Background: an optimization exercise with open tools, aiming at small area, a short achievable clock period and few clock cycles. Do not read the settings as production practice. The RTL was checked by simulation tests, not by an equivalence proof against the original design. Power figures rest on the tool's default switching activity, not on a simulated workload.

==> inputs of job 9968 <==
==> flow/design.v <==
module mont_mul (
    input  wire [65:0] s,
    input  wire [65:0] c,
    input  wire        ci,
    input  wire [1:0]  d,
    input  wire [64:0] b,
    input  wire [63:0] n,
    output wire [65:0] so,
    output wire [65:0] co,
    output wire        cio
);
    wire [1:0] pb = {(d[1] & b[0]) ^ (d[0] & b[1]), d[0] & b[0]};
    wire [1:0] u  = s[1:0] + c[1:0] + pb + {1'b0, ci};
    wire [1:0] q  = n[1] ? u : {u[1] ^ u[0], u[0]};
    wire [67:0] pp0 = d[0] ? {3'b000, b}       : 68'd0;
    wire [67:0] pp1 = d[1] ? {2'b00, b, ci}    : {67'd0, ci};
    wire [67:0] qq0 = q[0] ? {4'b0000, n}      : 68'd0;
    wire [67:0] qq1 = q[1] ? {3'b000, n, 1'b0} : 68'd0;
    wire [67:0] s0  = {2'b00, s};
    wire [67:0] c0  = {2'b00, c};
    wire [67:0] s1 = s0 ^ c0 ^ pp0;
    wire [67:0] c1 = {((s0 & c0) | (s0 & pp0) | (c0 & pp0)), 1'b0};
    wire [67:0] s2 = s1 ^ c1 ^ pp1;
    wire [67:0] c2 = {((s1 & c1) | (s1 & pp1) | (c1 & pp1)), 1'b0};
    wire [67:0] s3 = s2 ^ c2 ^ qq0;
    wire [67:0] c3 = {((s2 & c2) | (s2 & qq0) | (c2 & qq0)), 1'b0};
    wire [67:0] s4 = s3 ^ c3 ^ qq1;
    wire [67:0] c4 = {((s3 & c3) | (s3 & qq1) | (c3 & qq1)), 1'b0};
    assign so  = s4[67:2];
    assign co  = c4[67:2];
    assign cio = s4[1];
endmodule
module mrpt_mr (
    input  wire        clk,
    input  wire        rst,
    input  wire        start,
    input  wire [1:0]  wsel,
    input  wire [63:0] p,
    output reg         busy,
    output reg         done,
    output reg         res,
    output reg         err,
    output reg  [23:0] aux
);
    localparam [255:0] SIEVE_PRIME =
        256'h08028228800800a28028208820a00a08800228a20208828828208a20a08a28ac;
    localparam [63:0] CASCADE_BOUND = 64'd1795265022;
    localparam [63:0] SIEVE_LEN     = 64'd255;
    localparam [3:0] S_IDLE  = 4'd0,
                     S_TZ    = 4'd2,
                     S_MSB   = 4'd3,
                     S_WIT   = 4'd4,
                     S_CONV  = 4'd5,
                     S_NEXT  = 4'd6,
                     S_MUL   = 4'd7,
                     S_CPA   = 4'd8,
                     S_LD    = 4'd9,
                     S_DBL   = 4'd10;
    localparam [1:0] P_LOOP = 2'd0,    
                     P_SQS  = 2'd1,    
                     P_CHK  = 2'd2;    
    localparam [1:0] D_X = 2'd0, D_A = 2'd1, D_ONE = 2'd2;
    localparam [2:0] A_ZERO = 3'd0,    
                     A_STEP = 3'd1,    
                     A_WIT  = 3'd2,    
                     A_DBL  = 3'd3,    
                     A_X    = 3'd4;    
    reg [3:0]  state;
    reg [63:0] n;         
    reg [1:0]  ws;        
    reg        casc;
    reg [5:0]  s;         
    reg [5:0]  msb;       
    reg [5:0]  idx;       
    reg [2:0]  widx;
    reg        sq;        
    reg [6:0]  cnt;       
    reg [1:0]  ph;
    reg [1:0]  dsel;
    reg [64:0] x;         
    reg [64:0] ar;        
    reg [65:0] acc_s;
    reg [65:0] acc_c;
    reg        acc_ci;
    reg [1:0]  dig;
    function [30:0] witness(input w64, input [2:0] i);
        begin
            if (w64) begin
                case (i)
                    3'd0:    witness = 31'd2;
                    3'd1:    witness = 31'd325;
                    3'd2:    witness = 31'd9375;
                    3'd3:    witness = 31'd28178;
                    3'd4:    witness = 31'd450775;
                    3'd5:    witness = 31'd9780504;
                    default: witness = 31'd1795265022;
                endcase
            end else begin
                case (i)
                    3'd0:    witness = 31'd2;
                    3'd1:    witness = 31'd7;
                    default: witness = 31'd61;
                endcase
            end
        end
    endfunction
    wire range_err = (ws == 2'd0) ? (n[63:8]  != 56'd0) :
                     (ws == 2'd1) ? (n[63:16] != 48'd0) :
                     (ws == 2'd2) ? (n[63:32] != 32'd0) : 1'b0;
    wire do_casc   = (ws == 2'd3) && (n < CASCADE_BOUND);
    wire [1:0] ews = do_casc ? 2'd2 : ws;
    wire nbit = n[idx];
    wire       is64 = (ws == 2'd3);               
    wire [5:0] dlen = 6'd4 << ws;                 
    wire [6:0] wtop = (7'd8 << ws) - 7'd1;        
    wire [5:0] jc   = idx;
    wire last_wit = is64 ? (widx == 3'd6) : (widx == 3'd2);
    wire [30:0] wval = witness(is64, widx);
    wire [65:0] st_s, st_c;
    wire        st_ci;
    mont_mul u_step (
        .s   (acc_s),
        .c   (acc_c),
        .ci  (acc_ci),
        .d   (dig),
        .b   (x),
        .n   (n),
        .so  (st_s),
        .co  (st_c),
        .cio (st_ci)
    );
    wire [65:0] sum = acc_s + acc_c + {65'd0, acc_ci};
    wire [64:0] dbl = sum[65] ? {acc_s[63:0], 1'b0} : {sum[63:0], 1'b0};
    wire [67:0] dpad  = {3'b000, (dsel == D_A) ? ar : x};
    wire [1:0]  dnext = (dsel == D_ONE) ? 2'b00 : dpad[{cnt[5:0] + 6'd1, 1'b0} +: 2];
    wire a_one = (ar == 65'd1);
    wire a_nm1 = (ar == {1'b0, n[63:1], 1'b0});
    reg [1:0]  go_dsel;
    reg [1:0]  x0;
    reg [2:0]  aload;
    task launch(input [1:0] ds, input [1:0] phase);
        begin
            go_dsel = ds;
            dsel   <= ds;
            ph     <= phase;
            cnt    <= 7'd0;
            state  <= S_MUL;
        end
    endtask
    task loop_step;
        begin
            if (idx == s) begin
                idx <= 6'd0;
                launch(D_ONE, P_CHK);
            end else begin
                idx <= idx - 6'd1;
                sq  <= 1'b1;
                launch(D_X, P_LOOP);
            end
        end
    endtask
    task finish(input r, input e, input [23:0] ax);
        begin
            res   <= r;
            err   <= e;
            aux   <= ax;
            done  <= 1'b1;
            busy  <= 1'b0;
            state <= S_IDLE;
        end
    endtask
    always @(posedge clk) begin
        go_dsel = D_X;
        x0      = x[1:0];
        aload   = A_ZERO;
        case (state)
            S_IDLE: if (!busy) begin
                n  <= p;
                ws <= wsel;
            end else begin
                casc <= do_casc;
                ws   <= ews;
                idx  <= 6'd1;
                widx <= 3'd0;
                if (range_err) begin
                    finish(1'b0, 1'b1, 24'd0);
                end else if (n == 64'd1 || n[0] == 1'b0) begin
                    finish(n == 64'd2, 1'b0, 24'h0000F0);
                end else if (n < SIEVE_LEN) begin
                    finish(SIEVE_PRIME[n[7:0]], 1'b0,
                           {16'h0000, 4'hF, 1'b0, do_casc, 2'd1});
                end else begin
                    state <= S_TZ;
                end
            end
            S_TZ: begin
                if (nbit) begin
                    s     <= idx;
                    idx   <= wtop[5:0];
                    state <= S_MSB;
                end else begin
                    idx <= idx + 6'd1;
                end
            end
            S_MSB: begin
                if (nbit) begin
                    msb   <= idx;
                    state <= S_WIT;
                end else begin
                    idx <= idx - 6'd1;
                end
            end
            S_WIT: begin
                aload = A_WIT;
                cnt   <= {dlen, 1'b0} + 7'd2;
                state <= S_CONV;
            end
            S_CONV: begin
                x   <= dbl;
                cnt <= cnt - 7'd1;
                if (cnt == 7'd1) begin
                    ar    <= dbl;
                    idx   <= msb;
                    sq    <= 1'b0;
                    ph    <= P_LOOP;
                    state <= S_NEXT;
                end else begin
                    aload = A_DBL;
                end
            end
            S_LD: begin
                aload = A_X;
                state <= S_DBL;
            end
            S_DBL: begin
                x  <= dbl;
                x0 = dbl[1:0];
                sq <= 1'b0;
                loop_step;
            end
            S_NEXT: begin
                if (ph == P_LOOP) begin
                    loop_step;
                end else begin
                    if (a_nm1 || (jc == 6'd0 && a_one)) begin
                        if (last_wit) begin
                            finish(1'b1, 1'b0, {2'b00, s, 8'h00, 4'hF, 1'b0, casc, 2'd2});
                        end else begin
                            widx  <= widx + 3'd1;
                            state <= S_WIT;
                        end
                    end else if (a_one || jc + 6'd1 >= s) begin
                        finish(1'b0, 1'b0, {2'b00, s, 8'h00, 1'b0, widx, 1'b0, casc, 2'd2});
                    end else begin
                        idx <= idx + 6'd1;
                        launch(D_X, P_SQS);
                    end
                end
            end
            S_MUL: begin
                aload = A_STEP;
                cnt <= cnt + 7'd1;
                if (cnt[5:0] == dlen)
                    state <= S_CPA;
            end
            S_CPA: begin
                x0 = sum[1:0];
                if (ph == P_CHK) begin
                    ar    <= sum[64:0];
                    state <= S_NEXT;
                end else begin
                    x <= sum[64:0];
                    if (ph == P_SQS) begin
                        launch(D_ONE, P_CHK);
                    end else if (sq && nbit) begin
                        if (widx == 3'd0) begin
                            state <= S_LD;         
                        end else begin
                            sq <= 1'b0;
                            launch(D_A, P_LOOP);
                        end
                    end else begin
                        loop_step;
                    end
                end
            end
            default: state <= S_IDLE;
        endcase
        if (!busy && start) begin
            busy <= 1'b1;
            done <= 1'b0;
        end
        case (aload)
            A_STEP:  begin acc_s <= st_s;              acc_c <= st_c;          acc_ci <= st_ci; end
            A_WIT:   begin acc_s <= {35'd0, wval};     acc_c <= {2'b11, ~n};   acc_ci <= 1'b1;  end
            A_DBL:   begin acc_s <= {1'b0, dbl};       acc_c <= {2'b11, ~n};   acc_ci <= 1'b1;  end
            A_X:     begin acc_s <= {1'b0, x};         acc_c <= {2'b11, ~n};   acc_ci <= 1'b1;  end
            default: begin acc_s <= 66'd0;             acc_c <= 66'd0;         acc_ci <= 1'b0;  end
        endcase
        dig <= (state == S_MUL)    ? dnext :
               (go_dsel == D_X)    ? x0 :
               (go_dsel == D_A)    ? ar[1:0] : 2'b01;
        if (rst) begin
            state <= S_IDLE;
            busy  <= 1'b0;
            done  <= 1'b0;
        end
    end
endmodule
==> flow/flow/run.sh <==
#!/bin/bash
# Layout: the standard ORFS flow (standard.sh, unchanged synthesis and
# steps), with repair_timing asked for a larger setup margin so that it keeps
# improving the critical paths below the 11 ns constraint. The SDC (clock
# period, I/O delays, loads) is the standard flow's, unchanged.
set -euo pipefail
bash standard.sh SETUP_SLACK_MARGIN=7.5 finish > standard_flow.log 2>&1
==> flow/standard.sh <==
#!/bin/bash
# synth_recipe.tcl (not shown) runs the flow's synth.tcl, then flattens the netlist and writes it again
# the make line also repeats each setting of config.mk as NAME=value (left out here)
make -C /OpenROAD-flow-scripts/flow DESIGN_CONFIG=/design/flow/config.mk WORK_HOME=/design/flow/orfs CLKGATE_MAP_FILE= SYNTH_SCRIPT=/design/flow/synth_recipe.tcl "${@:-finish}"
==> flow/config.mk <==
export PLATFORM = sky130hd
export DESIGN_NAME = mrpt_mr
export DESIGN_NICKNAME = mrpt_mr
export VERILOG_FILES = /design/flow/design.v
export SDC_FILE = /design/flow/constraint.sdc
export NUM_CORES = 4
export LEC_CHECK = 0
export CAP_MARGIN = 20
export CORE_MARGIN = 2
export CORE_UTILIZATION = 55
export PLACE_DENSITY = 0.7
export SLEW_MARGIN = 20
==> flow/constraint.sdc <==
create_clock -name core_clock -period 11.0 [get_ports {clk}]
set_input_delay 2.2000 -clock core_clock [delete_from_list [all_inputs] [get_ports {clk}]]
set_output_delay 2.2000 -clock core_clock [all_outputs]
set_load 0.01 [all_outputs]
==> inputs of job 5032, as changes to job 9968 <==
==> flow/design.v, changed modules only <==
module mrpt_mr (
    input  wire        clk,
    input  wire        rst,
    input  wire        start,
    input  wire [1:0]  wsel,
    input  wire [63:0] p,
    output reg         busy,
    output reg         done,
    output reg         res,
    output reg         err,
    output reg  [23:0] aux
);
    localparam [255:0] SIEVE_PRIME =
        256'h08028228800800a28028208820a00a08800228a20208828828208a20a08a28ac;
    localparam [63:0] CASCADE_BOUND = 64'd1795265022;
    localparam [63:0] SIEVE_LEN     = 64'd255;
    localparam [3:0] S_IDLE  = 4'd0,
                     S_TZ    = 4'd2,
                     S_MSB   = 4'd3,
                     S_WIT   = 4'd4,
                     S_CONV  = 4'd5,
                     S_NEXT  = 4'd6,
                     S_MUL   = 4'd7,
                     S_CPA   = 4'd8,
                     S_DBL   = 4'd10;
    localparam [1:0] P_LOOP = 2'd0,    
                     P_SQS  = 2'd1,    
                     P_CHK  = 2'd2;    
    localparam [1:0] D_X = 2'd0, D_A = 2'd1, D_ONE = 2'd2, D_W = 2'd3;
    localparam [2:0] A_ZERO = 3'd0,    
                     A_STEP = 3'd1,    
                     A_WIT  = 3'd2,    
                     A_DBL  = 3'd3,    
                     A_SUM  = 3'd4;    
    reg [3:0]  state;
    reg [63:0] n;         
    reg [1:0]  ws;        
    reg        casc;
    reg [5:0]  s;         
    reg [5:0]  msb;       
    reg        top;       
    reg [5:0]  idx;       
    reg [2:0]  widx;
    reg        sq;        
    reg        fm;        
    reg [6:0]  cnt;       
    reg [1:0]  ph;
    reg [1:0]  dsel;
    reg [64:0] x;         
    reg [64:0] ar;        
    reg [65:0] acc_s;
    reg [65:0] acc_c;
    reg        acc_ci;
    reg [1:0]  dig;
    function [30:0] witness(input w64, input [2:0] i);
        begin
            if (w64) begin
                case (i)
                    3'd0:    witness = 31'd2;
                    3'd1:    witness = 31'd325;
                    3'd2:    witness = 31'd9375;
                    3'd3:    witness = 31'd28178;
                    3'd4:    witness = 31'd450775;
                    3'd5:    witness = 31'd9780504;
                    default: witness = 31'd1795265022;
                endcase
            end else begin
                case (i)
                    3'd0:    witness = 31'd2;
                    3'd1:    witness = 31'd7;
                    default: witness = 31'd61;
                endcase
            end
        end
    endfunction
    function fewable(input w64, input [2:0] i);
        fewable = w64 ? (i == 3'd1 || i == 3'd2 || i == 3'd3) :
                        (i == 3'd1 || i == 3'd2);
    endfunction
    function [5:0] fewlen(input w64, input [2:0] i);    
        begin
            if (w64)
                fewlen = (i == 3'd1) ? 6'd4 : 6'd7;    
            else
                fewlen = (i == 3'd1) ? 6'd1 : 6'd3;    
        end
    endfunction
    wire range_err = (ws == 2'd0) ? (n[63:8]  != 56'd0) :
                     (ws == 2'd1) ? (n[63:16] != 48'd0) :
                     (ws == 2'd2) ? (n[63:32] != 32'd0) : 1'b0;
    wire do_casc   = (ws == 2'd3) && (n < CASCADE_BOUND);
    wire [1:0] ews = do_casc ? 2'd2 : ws;
    wire nbit = n[idx];
    wire       is64 = (ws == 2'd3);               
    wire [5:0] dlen = 6'd4 << ws;                 
    wire [6:0] wtop = (7'd8 << ws) - 7'd1;        
    wire [5:0] jc   = idx;
    wire last_wit = is64 ? (widx == 3'd6) : (widx == 3'd2);
    wire [30:0] wval = witness(is64, widx);
    wire [65:0] st_s, st_c;
    wire        st_ci;
    mont_mul u_step (
        .s   (acc_s),
        .c   (acc_c),
        .ci  (acc_ci),
        .d   (dig),
        .b   (x),
        .n   (n),
        .so  (st_s),
        .co  (st_c),
        .cio (st_ci)
    );
    wire [65:0] sum = acc_s + acc_c + {65'd0, acc_ci};
    wire [64:0] dbl = sum[65] ? {acc_c[63:0], 1'b0} : {sum[63:0], 1'b0};
    wire [67:0] dpad  = (dsel == D_W) ? {37'd0, wval} : {3'b000, (dsel == D_A) ? ar : x};
    wire [1:0]  dnext = (dsel == D_ONE) ? 2'b00 : dpad[{cnt[5:0] + 6'd1, 1'b0} +: 2];
    wire [5:0]  klen  = fewlen(is64, widx);
    wire        few   = fewable(is64, widx);
    wire a_one = (ar == 65'd1);
    wire a_nm1 = (ar == {1'b0, n[63:1], 1'b0});
    reg [1:0]  go_dsel;
    reg [1:0]  x0;
    reg [2:0]  aload;
    task launch(input [1:0] ds, input [1:0] phase);
        begin
            go_dsel = ds;
            dsel   <= ds;
            fm     <= (ds == D_W);
            ph     <= phase;
            cnt    <= 7'd0;
            state  <= S_MUL;
        end
    endtask
    task loop_step;
        begin
            if (idx == s) begin
                idx <= 6'd0;
                launch(D_ONE, P_CHK);
            end else begin
                idx <= idx - 6'd1;
                sq  <= 1'b1;
                launch(D_X, P_LOOP);
            end
        end
    endtask
    task finish(input r, input e, input [23:0] ax);
        begin
            res   <= r;
            err   <= e;
            aux   <= ax;
            done  <= 1'b1;
            busy  <= 1'b0;
            state <= S_IDLE;
        end
    endtask
    always @(posedge clk) begin
        go_dsel = D_X;
        x0      = x[1:0];
        aload   = A_ZERO;
        case (state)
            S_IDLE: if (!busy) begin
                n  <= p;
                ws <= wsel;
            end else begin
                casc <= do_casc;
                ws   <= ews;
                idx  <= 6'd1;
                widx <= 3'd0;
                if (range_err) begin
                    finish(1'b0, 1'b1, 24'd0);
                end else if (n == 64'd1 || n[0] == 1'b0) begin
                    finish(n == 64'd2, 1'b0, 24'h0000F0);
                end else if (n < SIEVE_LEN) begin
                    finish(SIEVE_PRIME[n[7:0]], 1'b0,
                           {16'h0000, 4'hF, 1'b0, do_casc, 2'd1});
                end else begin
                    state <= S_TZ;
                end
            end
            S_TZ: begin
                if (nbit) begin
                    s     <= idx;
                    idx   <= wtop[5:0];
                    state <= S_MSB;
                end else begin
                    idx <= idx + 6'd1;
                end
            end
            S_MSB: begin
                if (nbit) begin
                    msb   <= idx;
                    top   <= is64 && (idx == 6'd63);
                    state <= S_WIT;
                end else begin
                    idx <= idx - 6'd1;
                end
            end
            S_WIT: begin
                aload = A_WIT;
                cnt   <= top ? 7'd34 : {dlen, 1'b0} + 7'd2;
                state <= S_CONV;
            end
            S_CONV: begin
                x   <= dbl;
                cnt <= cnt - 7'd1;
                if (cnt == 7'd1) begin
                    idx   <= msb;
                    sq    <= 1'b0;
                    ph    <= P_LOOP;
                    state <= S_NEXT;
                end else begin
                    aload = A_DBL;
                end
            end
            S_DBL: begin
                x   <= dbl;
                cnt <= cnt - 7'd1;
                if (cnt == 7'd1) begin
                    x0 = dbl[1:0];
                    sq <= 1'b0;
                    loop_step;
                end else begin
                    aload = A_DBL;
                end
            end
            S_NEXT: begin
                if (ph == P_LOOP) begin
                    ar <= x;                      
                    loop_step;
                end else begin
                    if (a_nm1 || (jc == 6'd0 && a_one)) begin
                        if (last_wit) begin
                            finish(1'b1, 1'b0, {2'b00, s, 8'h00, 4'hF, 1'b0, casc, 2'd2});
                        end else begin
                            widx  <= widx + 3'd1;
                            state <= S_WIT;
                        end
                    end else if (a_one || jc + 6'd1 >= s) begin
                        finish(1'b0, 1'b0, {2'b00, s, 8'h00, 1'b0, widx, 1'b0, casc, 2'd2});
                    end else begin
                        idx <= idx + 6'd1;
                        launch(D_X, P_SQS);
                    end
                end
            end
            S_MUL: begin
                aload = A_STEP;
                cnt <= cnt + 7'd1;
                if (cnt[5:0] == (fm ? klen : dlen))
                    state <= S_CPA;
            end
            S_CPA: begin
                x0 = sum[1:0];
                if (ph == P_CHK) begin
                    ar    <= sum[64:0];
                    state <= S_NEXT;
                end else begin
                    x <= sum[64:0];
                    if (ph == P_SQS) begin
                        launch(D_ONE, P_CHK);
                    end else if (sq && nbit) begin
                        if (widx == 3'd0) begin
                            cnt   <= 7'd1;
                            aload = A_SUM;
                            state <= S_DBL;        
                        end else begin
                            sq <= 1'b0;
                            launch(few ? D_W : D_A, P_LOOP);
                        end
                    end else if (fm) begin
                        cnt   <= {klen, 1'b0} + 7'd2;    
                        aload = A_SUM;
                        state <= S_DBL;
                    end else begin
                        loop_step;
                    end
                end
            end
            default: state <= S_IDLE;
        endcase
        if (!busy && start) begin
            busy <= 1'b1;
            done <= 1'b0;
        end
        case (aload)
            A_STEP:  begin acc_s <= st_s;              acc_c <= st_c;          acc_ci <= st_ci; end
            A_WIT:   begin acc_s <= {2'b11, ~n};   acc_c <= top ? {3'd0, wval, 32'd0} : {35'd0, wval};
                           acc_ci <= 1'b1;  end
            A_DBL:   begin acc_s <= {2'b11, ~n};   acc_c <= {1'b0, dbl};       acc_ci <= 1'b1;  end
            A_SUM:   begin acc_s <= {2'b11, ~n};   acc_c <= {1'b0, sum[64:0]}; acc_ci <= 1'b1;  end
            default: begin acc_s <= 66'd0;             acc_c <= 66'd0;         acc_ci <= 1'b0;  end
        endcase
        dig <= (state == S_MUL)    ? dnext :
               (go_dsel == D_X)    ? x0 :
               (go_dsel == D_A)    ? ar[1:0] :
               (go_dsel == D_W)    ? wval[1:0] : 2'b01;
        if (rst) begin
            state <= S_IDLE;
            busy  <= 1'b0;
            done  <= 1'b0;
        end
    end
endmodule
--- a/flow/config.mk
+++ b/flow/config.mk
@@ -9,4 +9,3 @@
 export CORE_MARGIN = 2
-export CORE_UTILIZATION = 55
-export PLACE_DENSITY = 0.7
+export CORE_UTILIZATION = 40
 export SLEW_MARGIN = 20
==> inputs of job 1435, as changes to job 9968 <==
--- a/flow/design.v
+++ b/flow/design.v
@@ -71,2 +71,3 @@
     reg        casc;
+    reg [1:0]  ewr;       
     reg [5:0]  s;         
@@ -74,2 +75,3 @@
     reg [5:0]  idx;       
+    reg [5:0]  jc;        
     reg [2:0]  widx;
@@ -112,6 +114,5 @@
     wire nbit = n[idx];
-    wire       is64 = (ws == 2'd3);               
-    wire [5:0] dlen = 6'd4 << ws;                 
-    wire [6:0] wtop = (7'd8 << ws) - 7'd1;        
-    wire [5:0] jc   = idx;
+    wire       is64 = (ewr == 2'd3);              
+    wire [5:0] dlen = 6'd4 << ewr;                
+    wire [6:0] wtop = (7'd8 << ewr) - 7'd1;       
     wire last_wit = is64 ? (widx == 3'd6) : (widx == 3'd2);
@@ -152,3 +153,3 @@
             if (idx == s) begin
-                idx <= 6'd0;
+                jc <= 6'd0;
                 launch(D_ONE, P_CHK);
@@ -181,3 +182,3 @@
                 casc <= do_casc;
-                ws   <= ews;
+                ewr  <= ews;
                 idx  <= 6'd1;
@@ -254,3 +255,3 @@
                     end else begin
-                        idx <= idx + 6'd1;
+                        jc <= jc + 6'd1;
                         launch(D_X, P_SQS);
--- a/flow/config.mk
+++ b/flow/config.mk
@@ -9,4 +9,3 @@
 export CORE_MARGIN = 2
-export CORE_UTILIZATION = 55
-export PLACE_DENSITY = 0.7
+export CORE_UTILIZATION = 40
 export SLEW_MARGIN = 20
==> comparison table <==
                                                                                       job 9968       job 1435             job 5032
Launch point of the worst reg-to-reg path                                                  x[0]         dig[0]             acc_s[0]
Library cell with the highest instance count after synthesis                              inv_1          inv_1              nand2_1
Post-synth EDFFs                                                                            245            253                  247
Number of optimization iterations in the first detailed-route pass                            8              6                   14
Critical path fanouts, max                                                                    7              8                    8
Worst-margin pin slew                                                                   1042 ps        1122 ps              1233 ps
Largest net degree at the start of global routing                                            76             75                   87
TritonCTS Buffers                                                                            45             49                   49
Sequential share of power                                                                 40.1%          38.2%                23.8%
Post-route clock skew                                                                  12.17 ps       31.86 ps             32.99 ps
Most common library cell in the layout ignoring fill and taps                             inv_1          inv_1              nand2_1
Synthesized cell area                                                               30360 sq um    31530 sq um          31950 sq um
Heaviest power group                                                                  registers      registers  combinational cells
Static Leak                                                                            13.77 nW       14.81 nW             15.86 nW
Worst flop-to-flop path endpoint                                                       acc_s[6]      acc_s[57]            acc_c[59]
Largest stage delay on the critical path                                                 520 ps         510 ps               480 ps
Clock input transition at the sequential cells of the worst setup and hold paths          60 ps          70 ps                60 ps
Comb power                                                                              1.62 mW        1.71 mW              6.01 mW
Clock latency on the worst-skew pair                                                     590 ps         620 ps               630 ps
Combinational power share                                                                 31.0%          30.3%                59.5%
Worst setup path endpoint                                                              acc_s[6]      acc_s[57]            acc_c[59]
Synth Area in Compound Gates                                                             13.82%         14.89%               15.46%
Result of the run                                              no timing/DRC/antenna violations  no timing/DRC/antenna violations  no timing/DRC/antenna violations
Share of final layout cell area taken by clock buffers and inverters                     3.926%         4.527%               4.031%
Die Wd                                                                            238.9 microns  284.7 microns        286.6 microns
Core Region                                                                         54880 sq um    77720 sq um          79000 sq um
Testbench counts of job 9968, summed over its fixed seeds: cycles 1,678,691.
Testbench counts of job 5032, summed over its fixed seeds: cycles 1,584,131.
Testbench counts of job 1435, summed over its fixed seeds: cycles 1,678,691.

## static timing again, ports no longer ideal
The flow's constraints put no driver on any port. The routed layouts listed below were extracted and timed again, unchanged, in two steps. Step 1 (the two cells are an assumption about what drives the block):
set clk [get_ports {clk}]
set_driving_cell -lib_cell sky130_fd_sc_hd__clkbuf_16 $clk
set_driving_cell -lib_cell sky130_fd_sc_hd__buf_2 [delete_from_list [all_inputs] $clk]
Step 2 times the ports against the registers' clock, not the clock port: input delays grow and output delays shrink by t, the midpoint of the rising clock arrivals with the driver on. Three values: ideal ports, drivers, drivers and shift; two values: the first two.
run | t, ns | slack for setup (ns) | clock arrival spread, ns | slew at the worst register clock pin (ns)
job 9968 | 0.648 | 7.240 / 7.240 / 7.240 | 0.012 / 0.012 | 0.07 / 0.07
job 5032 | 0.679 | 7.270 / 7.270 / 7.270 | 0.033 / 0.033 | 0.07 / 0.07
job 1435 | 0.675 | 7.427 / 7.427 / 7.427 | 0.033 / 0.033 | 0.07 / 0.07
After both steps setup and hold are still met in every run listed.
